Background: an optimization exercise with open tools, aiming at small area. Do not read the settings as production practice. Only simulation tests tie the RTL to the original design; equivalence was not proved. Power and IR drop assume default switching activity.

==> design/flow/design.v <==
module rsc #(
    parameter NUM_PINS        = 16,
    parameter PIN_CONTROL_MIN = 9,
    parameter ADC_CHANNEL     = 0,
    parameter DISPATCH_CYCLES = 20,
    parameter ROM_DEPTH       = 64
) (
    input  wire                clk,
    input  wire                rst_n,
    input  wire [63:0]         rom_data,
    output reg                 adc_req,
    output wire [7:0]          adc_chan,
    input  wire                adc_ack,
    input  wire [9:0]          adc_data,
    output wire [NUM_PINS-1:0] pwm_out,
    output reg  [1:0]          st_runstate,
    output reg  [3:0]          st_fault_code,
    output wire [15:0]         st_fault_pc,
    output reg                 st_pw_oor,
    output reg  [15:0]         st_pc,
    output wire [15:0]         st_s,
    output wire [15:0]         st_a,
    output wire [15:0]         st_w
);
    localparam [1:0] RS_RESET = 2'd0, RS_RUN = 2'd1, RS_HALTED = 2'd2, RS_FAULTED = 2'd3;
    localparam [3:0] F_ILLEGAL_CMD  = 4'd1, F_PC_RANGE    = 4'd2, F_SAMPLE_UNSET = 4'd3,
                     F_MAP_BOUNDS   = 4'd4, F_MAP_DIV0    = 4'd5, F_BAD_PIN      = 4'd6,
                     F_BOUNDS_UNSET = 4'd7, F_EMIT_DIV0   = 4'd8, F_PW_NEGATIVE  = 4'd9,
                     F_PW_OVERRUN   = 4'd10;
    localparam [3:0] OP_SAMPLE = 4'h1, OP_MAP = 4'h2, OP_EMIT = 4'h3, OP_INIT = 4'h4,
                     OP_LDS = 4'h5, OP_JMP = 4'h6, OP_HALT = 4'h7;
    localparam [1:0] PH_DISP = 2'd0,     
                     PH_SREAD = 2'd1,    
                     PH_SSET = 2'd2,     
                     PH_FRAME = 2'd3;    
    assign adc_chan = ADC_CHANNEL[7:0];
    reg signed [15:0] S;
    reg        [11:0] A;           
    reg        [14:0] W;           
    reg               s_valid;
    reg        [11:0] omin;        
    reg        [11:0] ospan;       
    reg               bnd_valid;
    assign st_s = S;
    assign st_a = {{4{A[11]}}, A};
    assign st_w = {1'b0, W};
    assign st_fault_pc = (st_runstate == RS_FAULTED) ? st_pc : 16'd0;
    reg [1:0]  phase;
    reg [14:0] cnt;         
    reg [3:0]  k;           
    reg [3:0]  pin;         
    reg [3:0]  iend;        
    reg [7:0]  frame;       
    reg        emitf;       
    reg        hi;          
    reg [15:0] R;           
    reg [15:0] Q;           
    assign pwm_out = hi ? (16'd1 << pin) : 16'd0;
    wire [3:0] op = rom_data[63:60];
    reg legal;
    always @(*) begin
        case (op)
            OP_SAMPLE: legal = (rom_data[59:0] == 60'd0);
            OP_MAP:    legal = (rom_data[11:0] == 12'd0);
            OP_EMIT:   legal = rom_data[51] ? (rom_data[50:16] == 35'd0)
                                            : (rom_data[51:0] == 52'd0);
            OP_INIT:   legal = (rom_data[51:0] == 52'd0);
            OP_LDS:    legal = (rom_data[59:16] == 44'd0);
            OP_JMP:    legal = (rom_data[59:16] == 44'd0);
            OP_HALT:   legal = (rom_data[59:0] == 60'd0);
            default:   legal = 1'b0;
        endcase
    end
    wire               is_emit  = (op == OP_EMIT);
    wire               bad_pin  = (rom_data[59:56] != 4'd0);
    wire [3:0]         f_pin    = rom_data[55:52];
    wire signed [15:0] f_imm    = rom_data[15:0];
    wire signed [11:0] f_in_min  = rom_data[59:48];
    wire signed [11:0] f_in_max  = rom_data[47:36];
    wire signed [11:0] f_out_min = rom_data[35:24];
    wire signed [11:0] f_out_max = rom_data[23:12];
    wire signed [12:0] in_span  = f_in_max - f_in_min;
    wire signed [12:0] out_span = f_out_max - f_out_min;
    wire signed [16:0] map_off  = S - f_in_min;
    wire map_below  = map_off[16];
    wire map_above  = (S > f_in_max);
    wire map_bounds_bad = in_span[12] | out_span[12];
    wire map_wide   = (in_span[11:0] > out_span[11:0]);
    wire map_div0   = (in_span[11:0] == 12'd0);    
    wire [12:0] map_mul = {1'b0, out_span[11:0]} + {12'd0, map_wide};
    wire signed [15:0] angle  = rom_data[51] ? f_imm : {{4{A[11]}}, A};
    wire signed [16:0] e_d    = angle - $signed(omin);
    wire               e_sgn  = e_d[16];
    wire [16:0]        e_x    = e_d ^ {17{e_sgn}};           
    wire               e_big  = ({1'b0, e_x} + {17'd0, e_sgn}) >= {2'b0, ospan, 4'd0};
    wire       st_last  = (phase == PH_SSET) && (k == 4'd10);
    wire [4:0] c5       = cnt[4:0];
    wire       win      = (cnt[14:5] == 10'd0) && (c5 >= 5'd5) && (c5 <= 5'd19);
    wire       clr      = (cnt[14:5] == 10'd0) && (c5 < 5'd5);
    wire [3:0] idx      = 5'd19 - c5;
    localparam [14:0] K_EMIT_MUL = 15'd29040;    
    localparam [14:0] K_535      = 15'd535;
    wire [14:0] omin_x = {{3{f_out_min[11]}}, f_out_min};
    reg         b, cin_x, c_inj, p, dneg;
    reg  [16:0] X;
    reg  [15:0] D;
    always @(*) begin
        if (phase != PH_DISP) begin              
            b = Q[14]; X = 17'd1; cin_x = 1'b0; D = 16'd10; p = 1'b0;
            c_inj = 1'b0; dneg = 1'b0;
        end else if (is_emit) begin
            b = K_EMIT_MUL[idx]; X = e_x; cin_x = e_sgn; D = {ospan, 4'd0}; p = 1'b0;
            c_inj = K_535[idx]; dneg = e_sgn;
        end else begin
            b = (idx <= 4'd12) ? map_mul[idx] : 1'b0;
            X = {5'd0, map_off[11:0]}; cin_x = 1'b0; D = {4'd0, in_span[11:0]}; p = map_wide;
            c_inj = omin_x[idx]; dneg = 1'b0;
        end
    end
    wire [17:0] T   = {1'b0, R, 1'b0} + (b ? {1'b0, X} : 18'd0) + {17'd0, b & cin_x};
    wire [18:0] s1  = {1'b0, T} - {3'd0, D} - {18'd0, p};
    wire        ge1 = ~s1[18];
    wire [17:0] U   = ge1 ? s1[17:0] : T;
    wire [18:0] s2  = {1'b0, U} - {3'd0, D} - {18'd0, p};
    wire        ge2 = ~s2[18];
    wire [17:0] V   = ge2 ? s2[17:0] : U;
    wire [1:0]  dig = {ge1 & ge2, ge1 ^ ge2};
    wire [15:0] dq  = dneg ? -{14'd0, dig} : {14'd0, dig};
    wire [15:0] Qn  = {Q[14:0], 1'b0} + dq + {15'd0, c_inj};
    wire        w_neg  = e_big ? e_sgn  : Q[15];
    wire        w_over = e_big ? ~e_sgn : (!Q[15] && Q[14:0] > 15'd20000);
    wire        w_oor  = (Q[14:0] < 15'd535) || (Q[14:0] > 15'd2350);
    wire run      = (st_runstate == RS_RUN);
    wire t0       = run && (phase == PH_DISP) && (cnt[4:0] == 5'd20);
    wire at_1000  = (cnt == 15'd1000);
    wire at_20000 = (cnt == 15'd20000);
    wire at_low   = emitf ? (cnt == W) : (cnt == 15'd1500);
    reg        fault;       
    reg [3:0]  fcode;
    reg        done;        
    reg [15:0] npc;
    reg        do_halt, do_lds, do_map, do_emit, do_init, do_samp;
    always @(*) begin
        fault = 1'b0; fcode = 4'd0; done = 1'b0; npc = st_pc + 16'd1;
        do_halt = 1'b0; do_lds = 1'b0; do_map = 1'b0; do_emit = 1'b0;
        do_init = 1'b0; do_samp = 1'b0;
        if (st_runstate == RS_RESET) begin
            done = 1'b1; npc = 16'd0;
        end else if (t0) begin
            if (st_pc[15:6] != 10'd0) begin
                fault = 1'b1; fcode = F_PC_RANGE;
            end else if (!legal) begin
                fault = 1'b1; fcode = F_ILLEGAL_CMD;
            end else begin
                case (op)
                OP_SAMPLE: do_samp = 1'b1;
                OP_LDS: begin do_lds = 1'b1; done = 1'b1; end
                OP_MAP: begin
                    if (!s_valid) begin
                        fault = 1'b1; fcode = F_SAMPLE_UNSET;
                    end else if (map_bounds_bad) begin
                        fault = 1'b1; fcode = F_MAP_BOUNDS;
                    end else if (!map_below && !map_above && map_div0) begin
                        fault = 1'b1; fcode = F_MAP_DIV0;
                    end else begin
                        do_map = 1'b1; done = 1'b1;
                    end
                end
                OP_EMIT: begin
                    if (bad_pin) begin
                        fault = 1'b1; fcode = F_BAD_PIN;
                    end else if (!bnd_valid) begin
                        fault = 1'b1; fcode = F_BOUNDS_UNSET;
                    end else if (ospan == 12'd0) begin
                        fault = 1'b1; fcode = F_EMIT_DIV0;
                    end else if (w_neg) begin
                        fault = 1'b1; fcode = F_PW_NEGATIVE;
                    end else if (w_over) begin
                        fault = 1'b1; fcode = F_PW_OVERRUN;
                    end else
                        do_emit = 1'b1;
                end
                OP_INIT: begin
                    if (bad_pin) begin
                        fault = 1'b1; fcode = F_BAD_PIN;
                    end else
                        do_init = 1'b1;
                end
                OP_JMP: begin done = 1'b1; npc = rom_data[15:0]; end
                default: do_halt = 1'b1;
                endcase
            end
        end else if (run && phase == PH_SSET && at_1000 && k == 4'd10) begin
            done = 1'b1;
        end else if (run && phase == PH_FRAME && at_20000 && frame == 8'd149 && pin >= iend) begin
            done = 1'b1;
        end
    end
    always @(posedge clk or negedge rst_n) begin
        if (!rst_n) begin
            st_runstate   <= RS_RESET;
            st_fault_code <= 4'd0;
            st_pw_oor     <= 1'b0;
            st_pc         <= 16'd0;
            adc_req       <= 1'b0;
            S             <= 16'sd0;
            A             <= 12'd0;
            W             <= 15'd0;
            s_valid       <= 1'b0;
            bnd_valid     <= 1'b0;
            hi            <= 1'b0;
        end else begin
            adc_req <= do_samp || (run && phase == PH_SSET && at_1000 && k != 4'd10);
            if (st_runstate == RS_RESET) st_runstate <= RS_RUN;
            if (do_halt) st_runstate <= RS_HALTED;
            if (fault) begin
                st_runstate   <= RS_FAULTED;
                st_fault_code <= fcode;
            end
            if (done) st_pc <= npc;
            if (do_lds) S <= f_imm;
            if (run && phase == PH_SSET && at_1000 && k == 4'd10) S <= {5'd0, Q[10:0]};
            if (do_lds || (run && phase == PH_SSET && at_1000 && k == 4'd10)) s_valid <= 1'b1;
            if (do_map) begin
                A         <= map_below ? f_out_min : map_above ? f_out_max : Q[11:0];
                bnd_valid <= 1'b1;
            end
            if (do_emit) begin
                W <= Q[14:0];
                if (w_oor) st_pw_oor <= 1'b1;
            end
            if (done)
                hi <= 1'b0;
            else if (do_emit)
                hi <= (Q[14:0] != 15'd0);
            else if (run && phase == PH_FRAME) begin
                if (at_20000)
                    hi <= (frame == 8'd149) ? 1'b1 : (pin != 4'd8);
                else if (at_low)
                    hi <= 1'b0;
            end
        end
    end
    always @(posedge clk) begin
        if (do_map) begin
            omin  <= f_out_min;
            ospan <= out_span[11:0];
        end
        if (clr) begin
            R <= 16'd0;
            if (phase == PH_DISP) Q <= 16'd0;
        end else if (win && (phase == PH_DISP || st_last)) begin
            R <= V[15:0];
            Q <= Qn;
        end
        if (do_samp) Q <= 16'd0;
        if (run && phase == PH_SREAD && adc_ack) Q <= Q + {6'd0, adc_data};
        if (done)
            cnt <= 15'd1;
        else if (run && (phase == PH_SREAD ? adc_ack :
                         phase == PH_FRAME ? at_20000 : (do_emit || do_init)))
            cnt <= 15'd1;
        else
            cnt <= cnt + 15'd1;
        if (done)
            phase <= PH_DISP;
        else if (do_samp)
            phase <= PH_SREAD;
        else if (do_emit || do_init)
            phase <= PH_FRAME;
        else if (run && phase == PH_SREAD && adc_ack)
            phase <= PH_SSET;
        else if (run && phase == PH_SSET && at_1000)
            phase <= PH_SREAD;
        if (do_samp) k <= 4'd0;
        else if (run && phase == PH_SSET && at_1000) k <= k + 4'd1;
        if (do_emit) begin
            pin <= f_pin; iend <= f_pin; frame <= 8'd149; emitf <= 1'b1;
        end else if (do_init) begin
            pin <= 4'd8; iend <= f_pin; frame <= 8'd50; emitf <= 1'b0;
        end else if (run && phase == PH_FRAME && at_20000) begin
            if (frame == 8'd149) begin
                pin   <= pin + 4'd1;
                frame <= 8'd0;
            end else
                frame <= frame + 8'd1;
        end
    end
endmodule
==> design/flow/run.sh <==
#!/bin/bash
# synth_recipe.tcl (not shown) runs the flow's synth.tcl, then flattens the netlist and writes it again
# the make line also repeats each setting of config.mk as NAME=value (left out here)
make -C /OpenROAD-flow-scripts/flow DESIGN_CONFIG=/design/flow/config.mk WORK_HOME=/design/flow/orfs CLKGATE_MAP_FILE= SYNTH_SCRIPT=/design/flow/synth_recipe.tcl finish
==> design/flow/config.mk <==
export PLATFORM = sky130hd
export DESIGN_NAME = rsc
export DESIGN_NICKNAME = rsc
export VERILOG_FILES = /design/flow/design.v
export SDC_FILE = /design/flow/constraint.sdc
export NUM_CORES = 4
export LEC_CHECK = 0
export CAP_MARGIN = 20
export CORE_MARGIN = 2
export CORE_UTILIZATION = 40
export SLEW_MARGIN = 20
==> design/flow/constraint.sdc <==
create_clock -name core_clock -period 200.0 [get_ports {clk}]
set_input_delay 40.0000 -clock core_clock [delete_from_list [all_inputs] [get_ports {clk}]]
set_output_delay 40.0000 -clock core_clock [all_outputs]
set_load 0.01 [all_outputs]
==> key figures <==
Status
  – Status: finished clean

Setup path
  – Peak per-stage delay on the critical path: 1.02 ns
  – CP Data Required Time: 200.22 ns
  – Critical path startpoint category: input port
  – Worst setup EP type: register
  – Worst R2R Path Depth: 66
  – Arrival @ worst endpoint: 57.13 ns
  – CP max stage cell: clkdlybuf4s50_1
  – Buf+Inv Stages, Crit Path: 10
  – Critical Setup Path Class: input port to register
  – Reg2Reg Launch Point: A[0]$_DFFE_PN0P_
  – Register-to-register setup slack: 185.90 ns
  – Most used cell, CP: ha_1
  – Worst r2r dst: Q[15]$_DFFE_PP_
  – Crit Path Max Fanout: 28
  – Top delay family on crit path: compound AO/OA/AOI/OAI gates

CTS
  – Clock Path Buffers: 2
  – CTS root buffer: clkbuf_16
  – Clk sinks: 164
  – H-Tree Depth: 4
  – Skew-Pair Late Insertion Delay: 0.50 ns
  – TritonCTS clock tree: built
  – CTS-repair resized insts: 0
  – Number of hold buffers added after CTS: 0
  – Worst-path clk slew: 0.07 ns
  – Postcts setup bufs: 0
  – Number of buffers created by CTS: 17

Placed design
  – Pre-CTS worst setup slack: 142.81 ns
  – Placer's final routability congestion estimate: 0.9775
  – # port buffers: 179
  – Number of placed instances, taps included: 3056
  – HPWL Detailed: 54380 um

Yosys
  – Post-Synth Simple-Gate Area: 20.53%
  – #FFs+latches synth: 164
  – Number of synthesized flops with an enable pin: 48
  – Most used DFF post-synth: dfrtp_1
  – Distinct cells, synth: 102
  – Largest family of logic cells by synthesized area: compound AO/OA/AOI/OAI gates
  – Mapped Cells: 2338
  – Async set or reset register ratio after synthesis: 42.68%
  – Post-synthesis sequential area ratio: 22.23%
  – Yosys warnings: 1
  – Post-synthesis mux area share: 4.503%
  – Synth Area in Adders: 16.24%
  – Area of the mapped netlist: 18510 sq um
  – Compound-Gate Fraction of Synth Area: 22.78%
  – Post-synthesis average cell area: 7.916 sq um
  – Post-Synth XOR/XNOR Area: 6.626%

GRT
  – Initial antenna violation count: 2
  – Total track usage: 28.29%
  – Pin count of the biggest net entering global routing: 71
  – Gr ovfl total: 0
  – First-pass GRT wire length: 103200 um
  – Vias in the first global route: 17510

Worst hold path
  – Hold Crit Class: register to register
  – Min-Delay Path Depth: 1
  – Min-Delay Endpoint: st_pw_oor$_DFFE_PN0P_
  – Worst Min Path Start: st_pw_oor$_DFFE_PN0P_

Floorplan
  – Die Height: 219.1 um
  – Core ar.: 45480 sq um
  – I/O pin count: 189
  – Die width: 219.1 um
  – Die area: 48000 sq um
  – Cell Rows: 78
  – Starting Density: 40.69%

Route
  – Metal2 WL: 31050 um
  – Drt wl/cell: 21.99 um
  – Drt initial violations: 1423
  – Drt total wl: 67900 um
  – DRT antenna net count: 0
  – Via Count: 18250
  – Routed wl met3: 4536 um
  – Top sig layer: met5
  – Via density: 5.910
  – Residual DRC: 0
  – WL met1: 29830 um
  – First-pass DRT Iterations: 6

Timing
  – Final setup vio count: 0
  – Final Max Slew Viols: 0
  – Final hold vios: 0
  – Final setup skew: 0.02316 ns
  – Final critical-path setup slack: 143.09 ns
  – Worst-Margin Slew: 1.068 ns
  – Fin crit period: 56.91 ns
  – Setup TNS: 0 ns
  – Fin crit share: 28.45%
  – RSZ-0062 raised after global routing: no
  – Maximum clock rate: 17.57 MHz
  – Slew margin rel.: 28.59%

Cells and area
  – Most common cell after layout, fill and taps aside: inv_1
  – Layout net count: 2784
  – Most frequent cells in the layout: inv_1, ha_1, clkdlybuf4s50_1
  – Share of cells above drive strength 1: 5.265%
  – Antenna fix cells: 0
  – Final cell count without fillers: 3088
  – Area grow syn2layout: 15.85%

Job
  – # Max-Cap Violations: 0

Power and ir drop
  – P per Cell Area: 16.46 nW/um^2
  – Pleak: 0.009475 uW
  – Peak supply drop: 0.00003184 V
  – Total power: 352.8 uW
-- cell usage after synthesis, types with 46 or more instances --
cell type  number  area (sq um)
clkbuf_1       56         210.2
xnor2_1        86         753.2
edfxtp_1       48          1441
a21oi_1       178         890.9
nor3_1         57         285.3
dfrtp_1        70          1752
and3_1         71         444.2
a21o_1         50         375.4
xor2_1         54         473.0
nand3_1        67         335.3
mux2i_1        54         540.5
nor2_1        173         649.4
o21ai_0       153         765.7
inv_1         234         878.3
ha_1          221          2765
dfxtp_1        46         920.9
nand2_1       168         630.6
-- logic make-up (layout without fill, tap and decap cells) --
kind of cell	Yosys count	after routing
adders and majority gates	234	234
other	1	9
xor gates and xnor gates	140	140
AOI/OAI and AO/OA	647	647
DFF	164	164
muxes	80	80
and+or+nand+nor	745	745
buffers and inverters	327	469
-- worst max path at each step --
stage / startpoint / to / depth (start not counted)
5_1_grt: rom_data[51] / Q[15]$_DFFE_PP_ / 77
2_1_floorplan: rom_data[51] / Q[15]$_DFFE_PP_ / 75
4_1_cts: rom_data[51] / Q[15]$_DFFE_PP_ / 77
3_3_place_gp: rom_data[51] / Q[15]$_DFFE_PP_ / 77
3_5_place_dp: rom_data[51] / Q[15]$_DFFE_PP_ / 77
6_report: rom_data[51] / Q[15]$_DFFE_PP_ / 79
-- routing by layer --
metal  GRT usage (%)  vias to the layer above
met4           10.61                        4
li1                -                     8740
met2           45.73                      665
met3           5.821                      146
met1           37.10                     8696
met5               0                        -
-- state kept, by name, summed over array words and instances (netlist names), 2 cells and up --
signal,flops
R,16
W,15
pin,4
frame,8
k,4
st_pc,16
st_fault_code,4
cnt,15
A,12
st_runstate,2
omin,12
Q,16
iend,4
ospan,12
phase,2
S,16
-- report_power, final --
part	switching [uW]	internal [uW]	total (uW)
Clock	16.9	19.2	36.1
Sequential	2.00	37.2	39.2
Combinational	165	112	278
-- final cells by class --
type | count | area (sq um)
Fill cell | 4605 | 24040
Multi-Input combinational cell | 1855 | 13140
Sequential cell | 164 | 4114
Timing Repair Buffer | 198 | 1932
Inverter | 239 | 899.6
Tap cell | 600 | 750.7
Clock buffer | 19 | 442.9
Clock inverter | 13 | 163.9
-- through the flow --
| step | util (%) | hold WS (ns) | area, sq um |
|---|---|---|---|
| floorplan | - | 0.4315 | 18540 |
| global placement | 45.80 | 0.4545 | 20830 |
| detailed placement | 45.80 | 0.4498 | 20830 |
| CTS | 47.13 | 0.4724 | 21440 |
| global route | 47.14 | 0.4891 | 21440 |
| finish | 47.14 | 0.4651 | 21440 |
-- worst register-to-register path: cells and delay by family, from the launching register on --
family	cells	cell delay [ns]
muxes	1	0.27
DFF	1	0.43
buffers and inverters	11	1.85
and+or+nand+nor	12	1.71
adders and majority gates	11	3.52
xor gates and xnor gates	2	0.49
AOI/OAI and AO/OA	29	5.57

## port drivers added, routing unchanged
The flow's constraints put no driver on any port. The routed layout listed below was extracted and timed again, unchanged, in two steps.
Step 1: set_driving_cell puts a clkbuf_16 on clk and a buf_2 on each other input, an assumption about the parent block.
Step 2 adds t to the input delays and takes it off the output delays; t is the mean of the earliest and latest rising clock arrival at the registers after step 1. Input paths then give back, and output paths get back, about the clock's delay inside the block.
Slacks: no drivers / after step 1 / after step 2; pairs: no drivers / after step 1.
t, ns: 0.548
setup slack, ns: 143.094 / 143.097 / 142.549
worst slew at a driven data input, ns: 0.07
pins driven straight from the clock port: 1
After both steps setup and hold are still met in this run. The setup slack of this run moves by +0.003 ns with the drivers and by -0.545 ns with both steps.
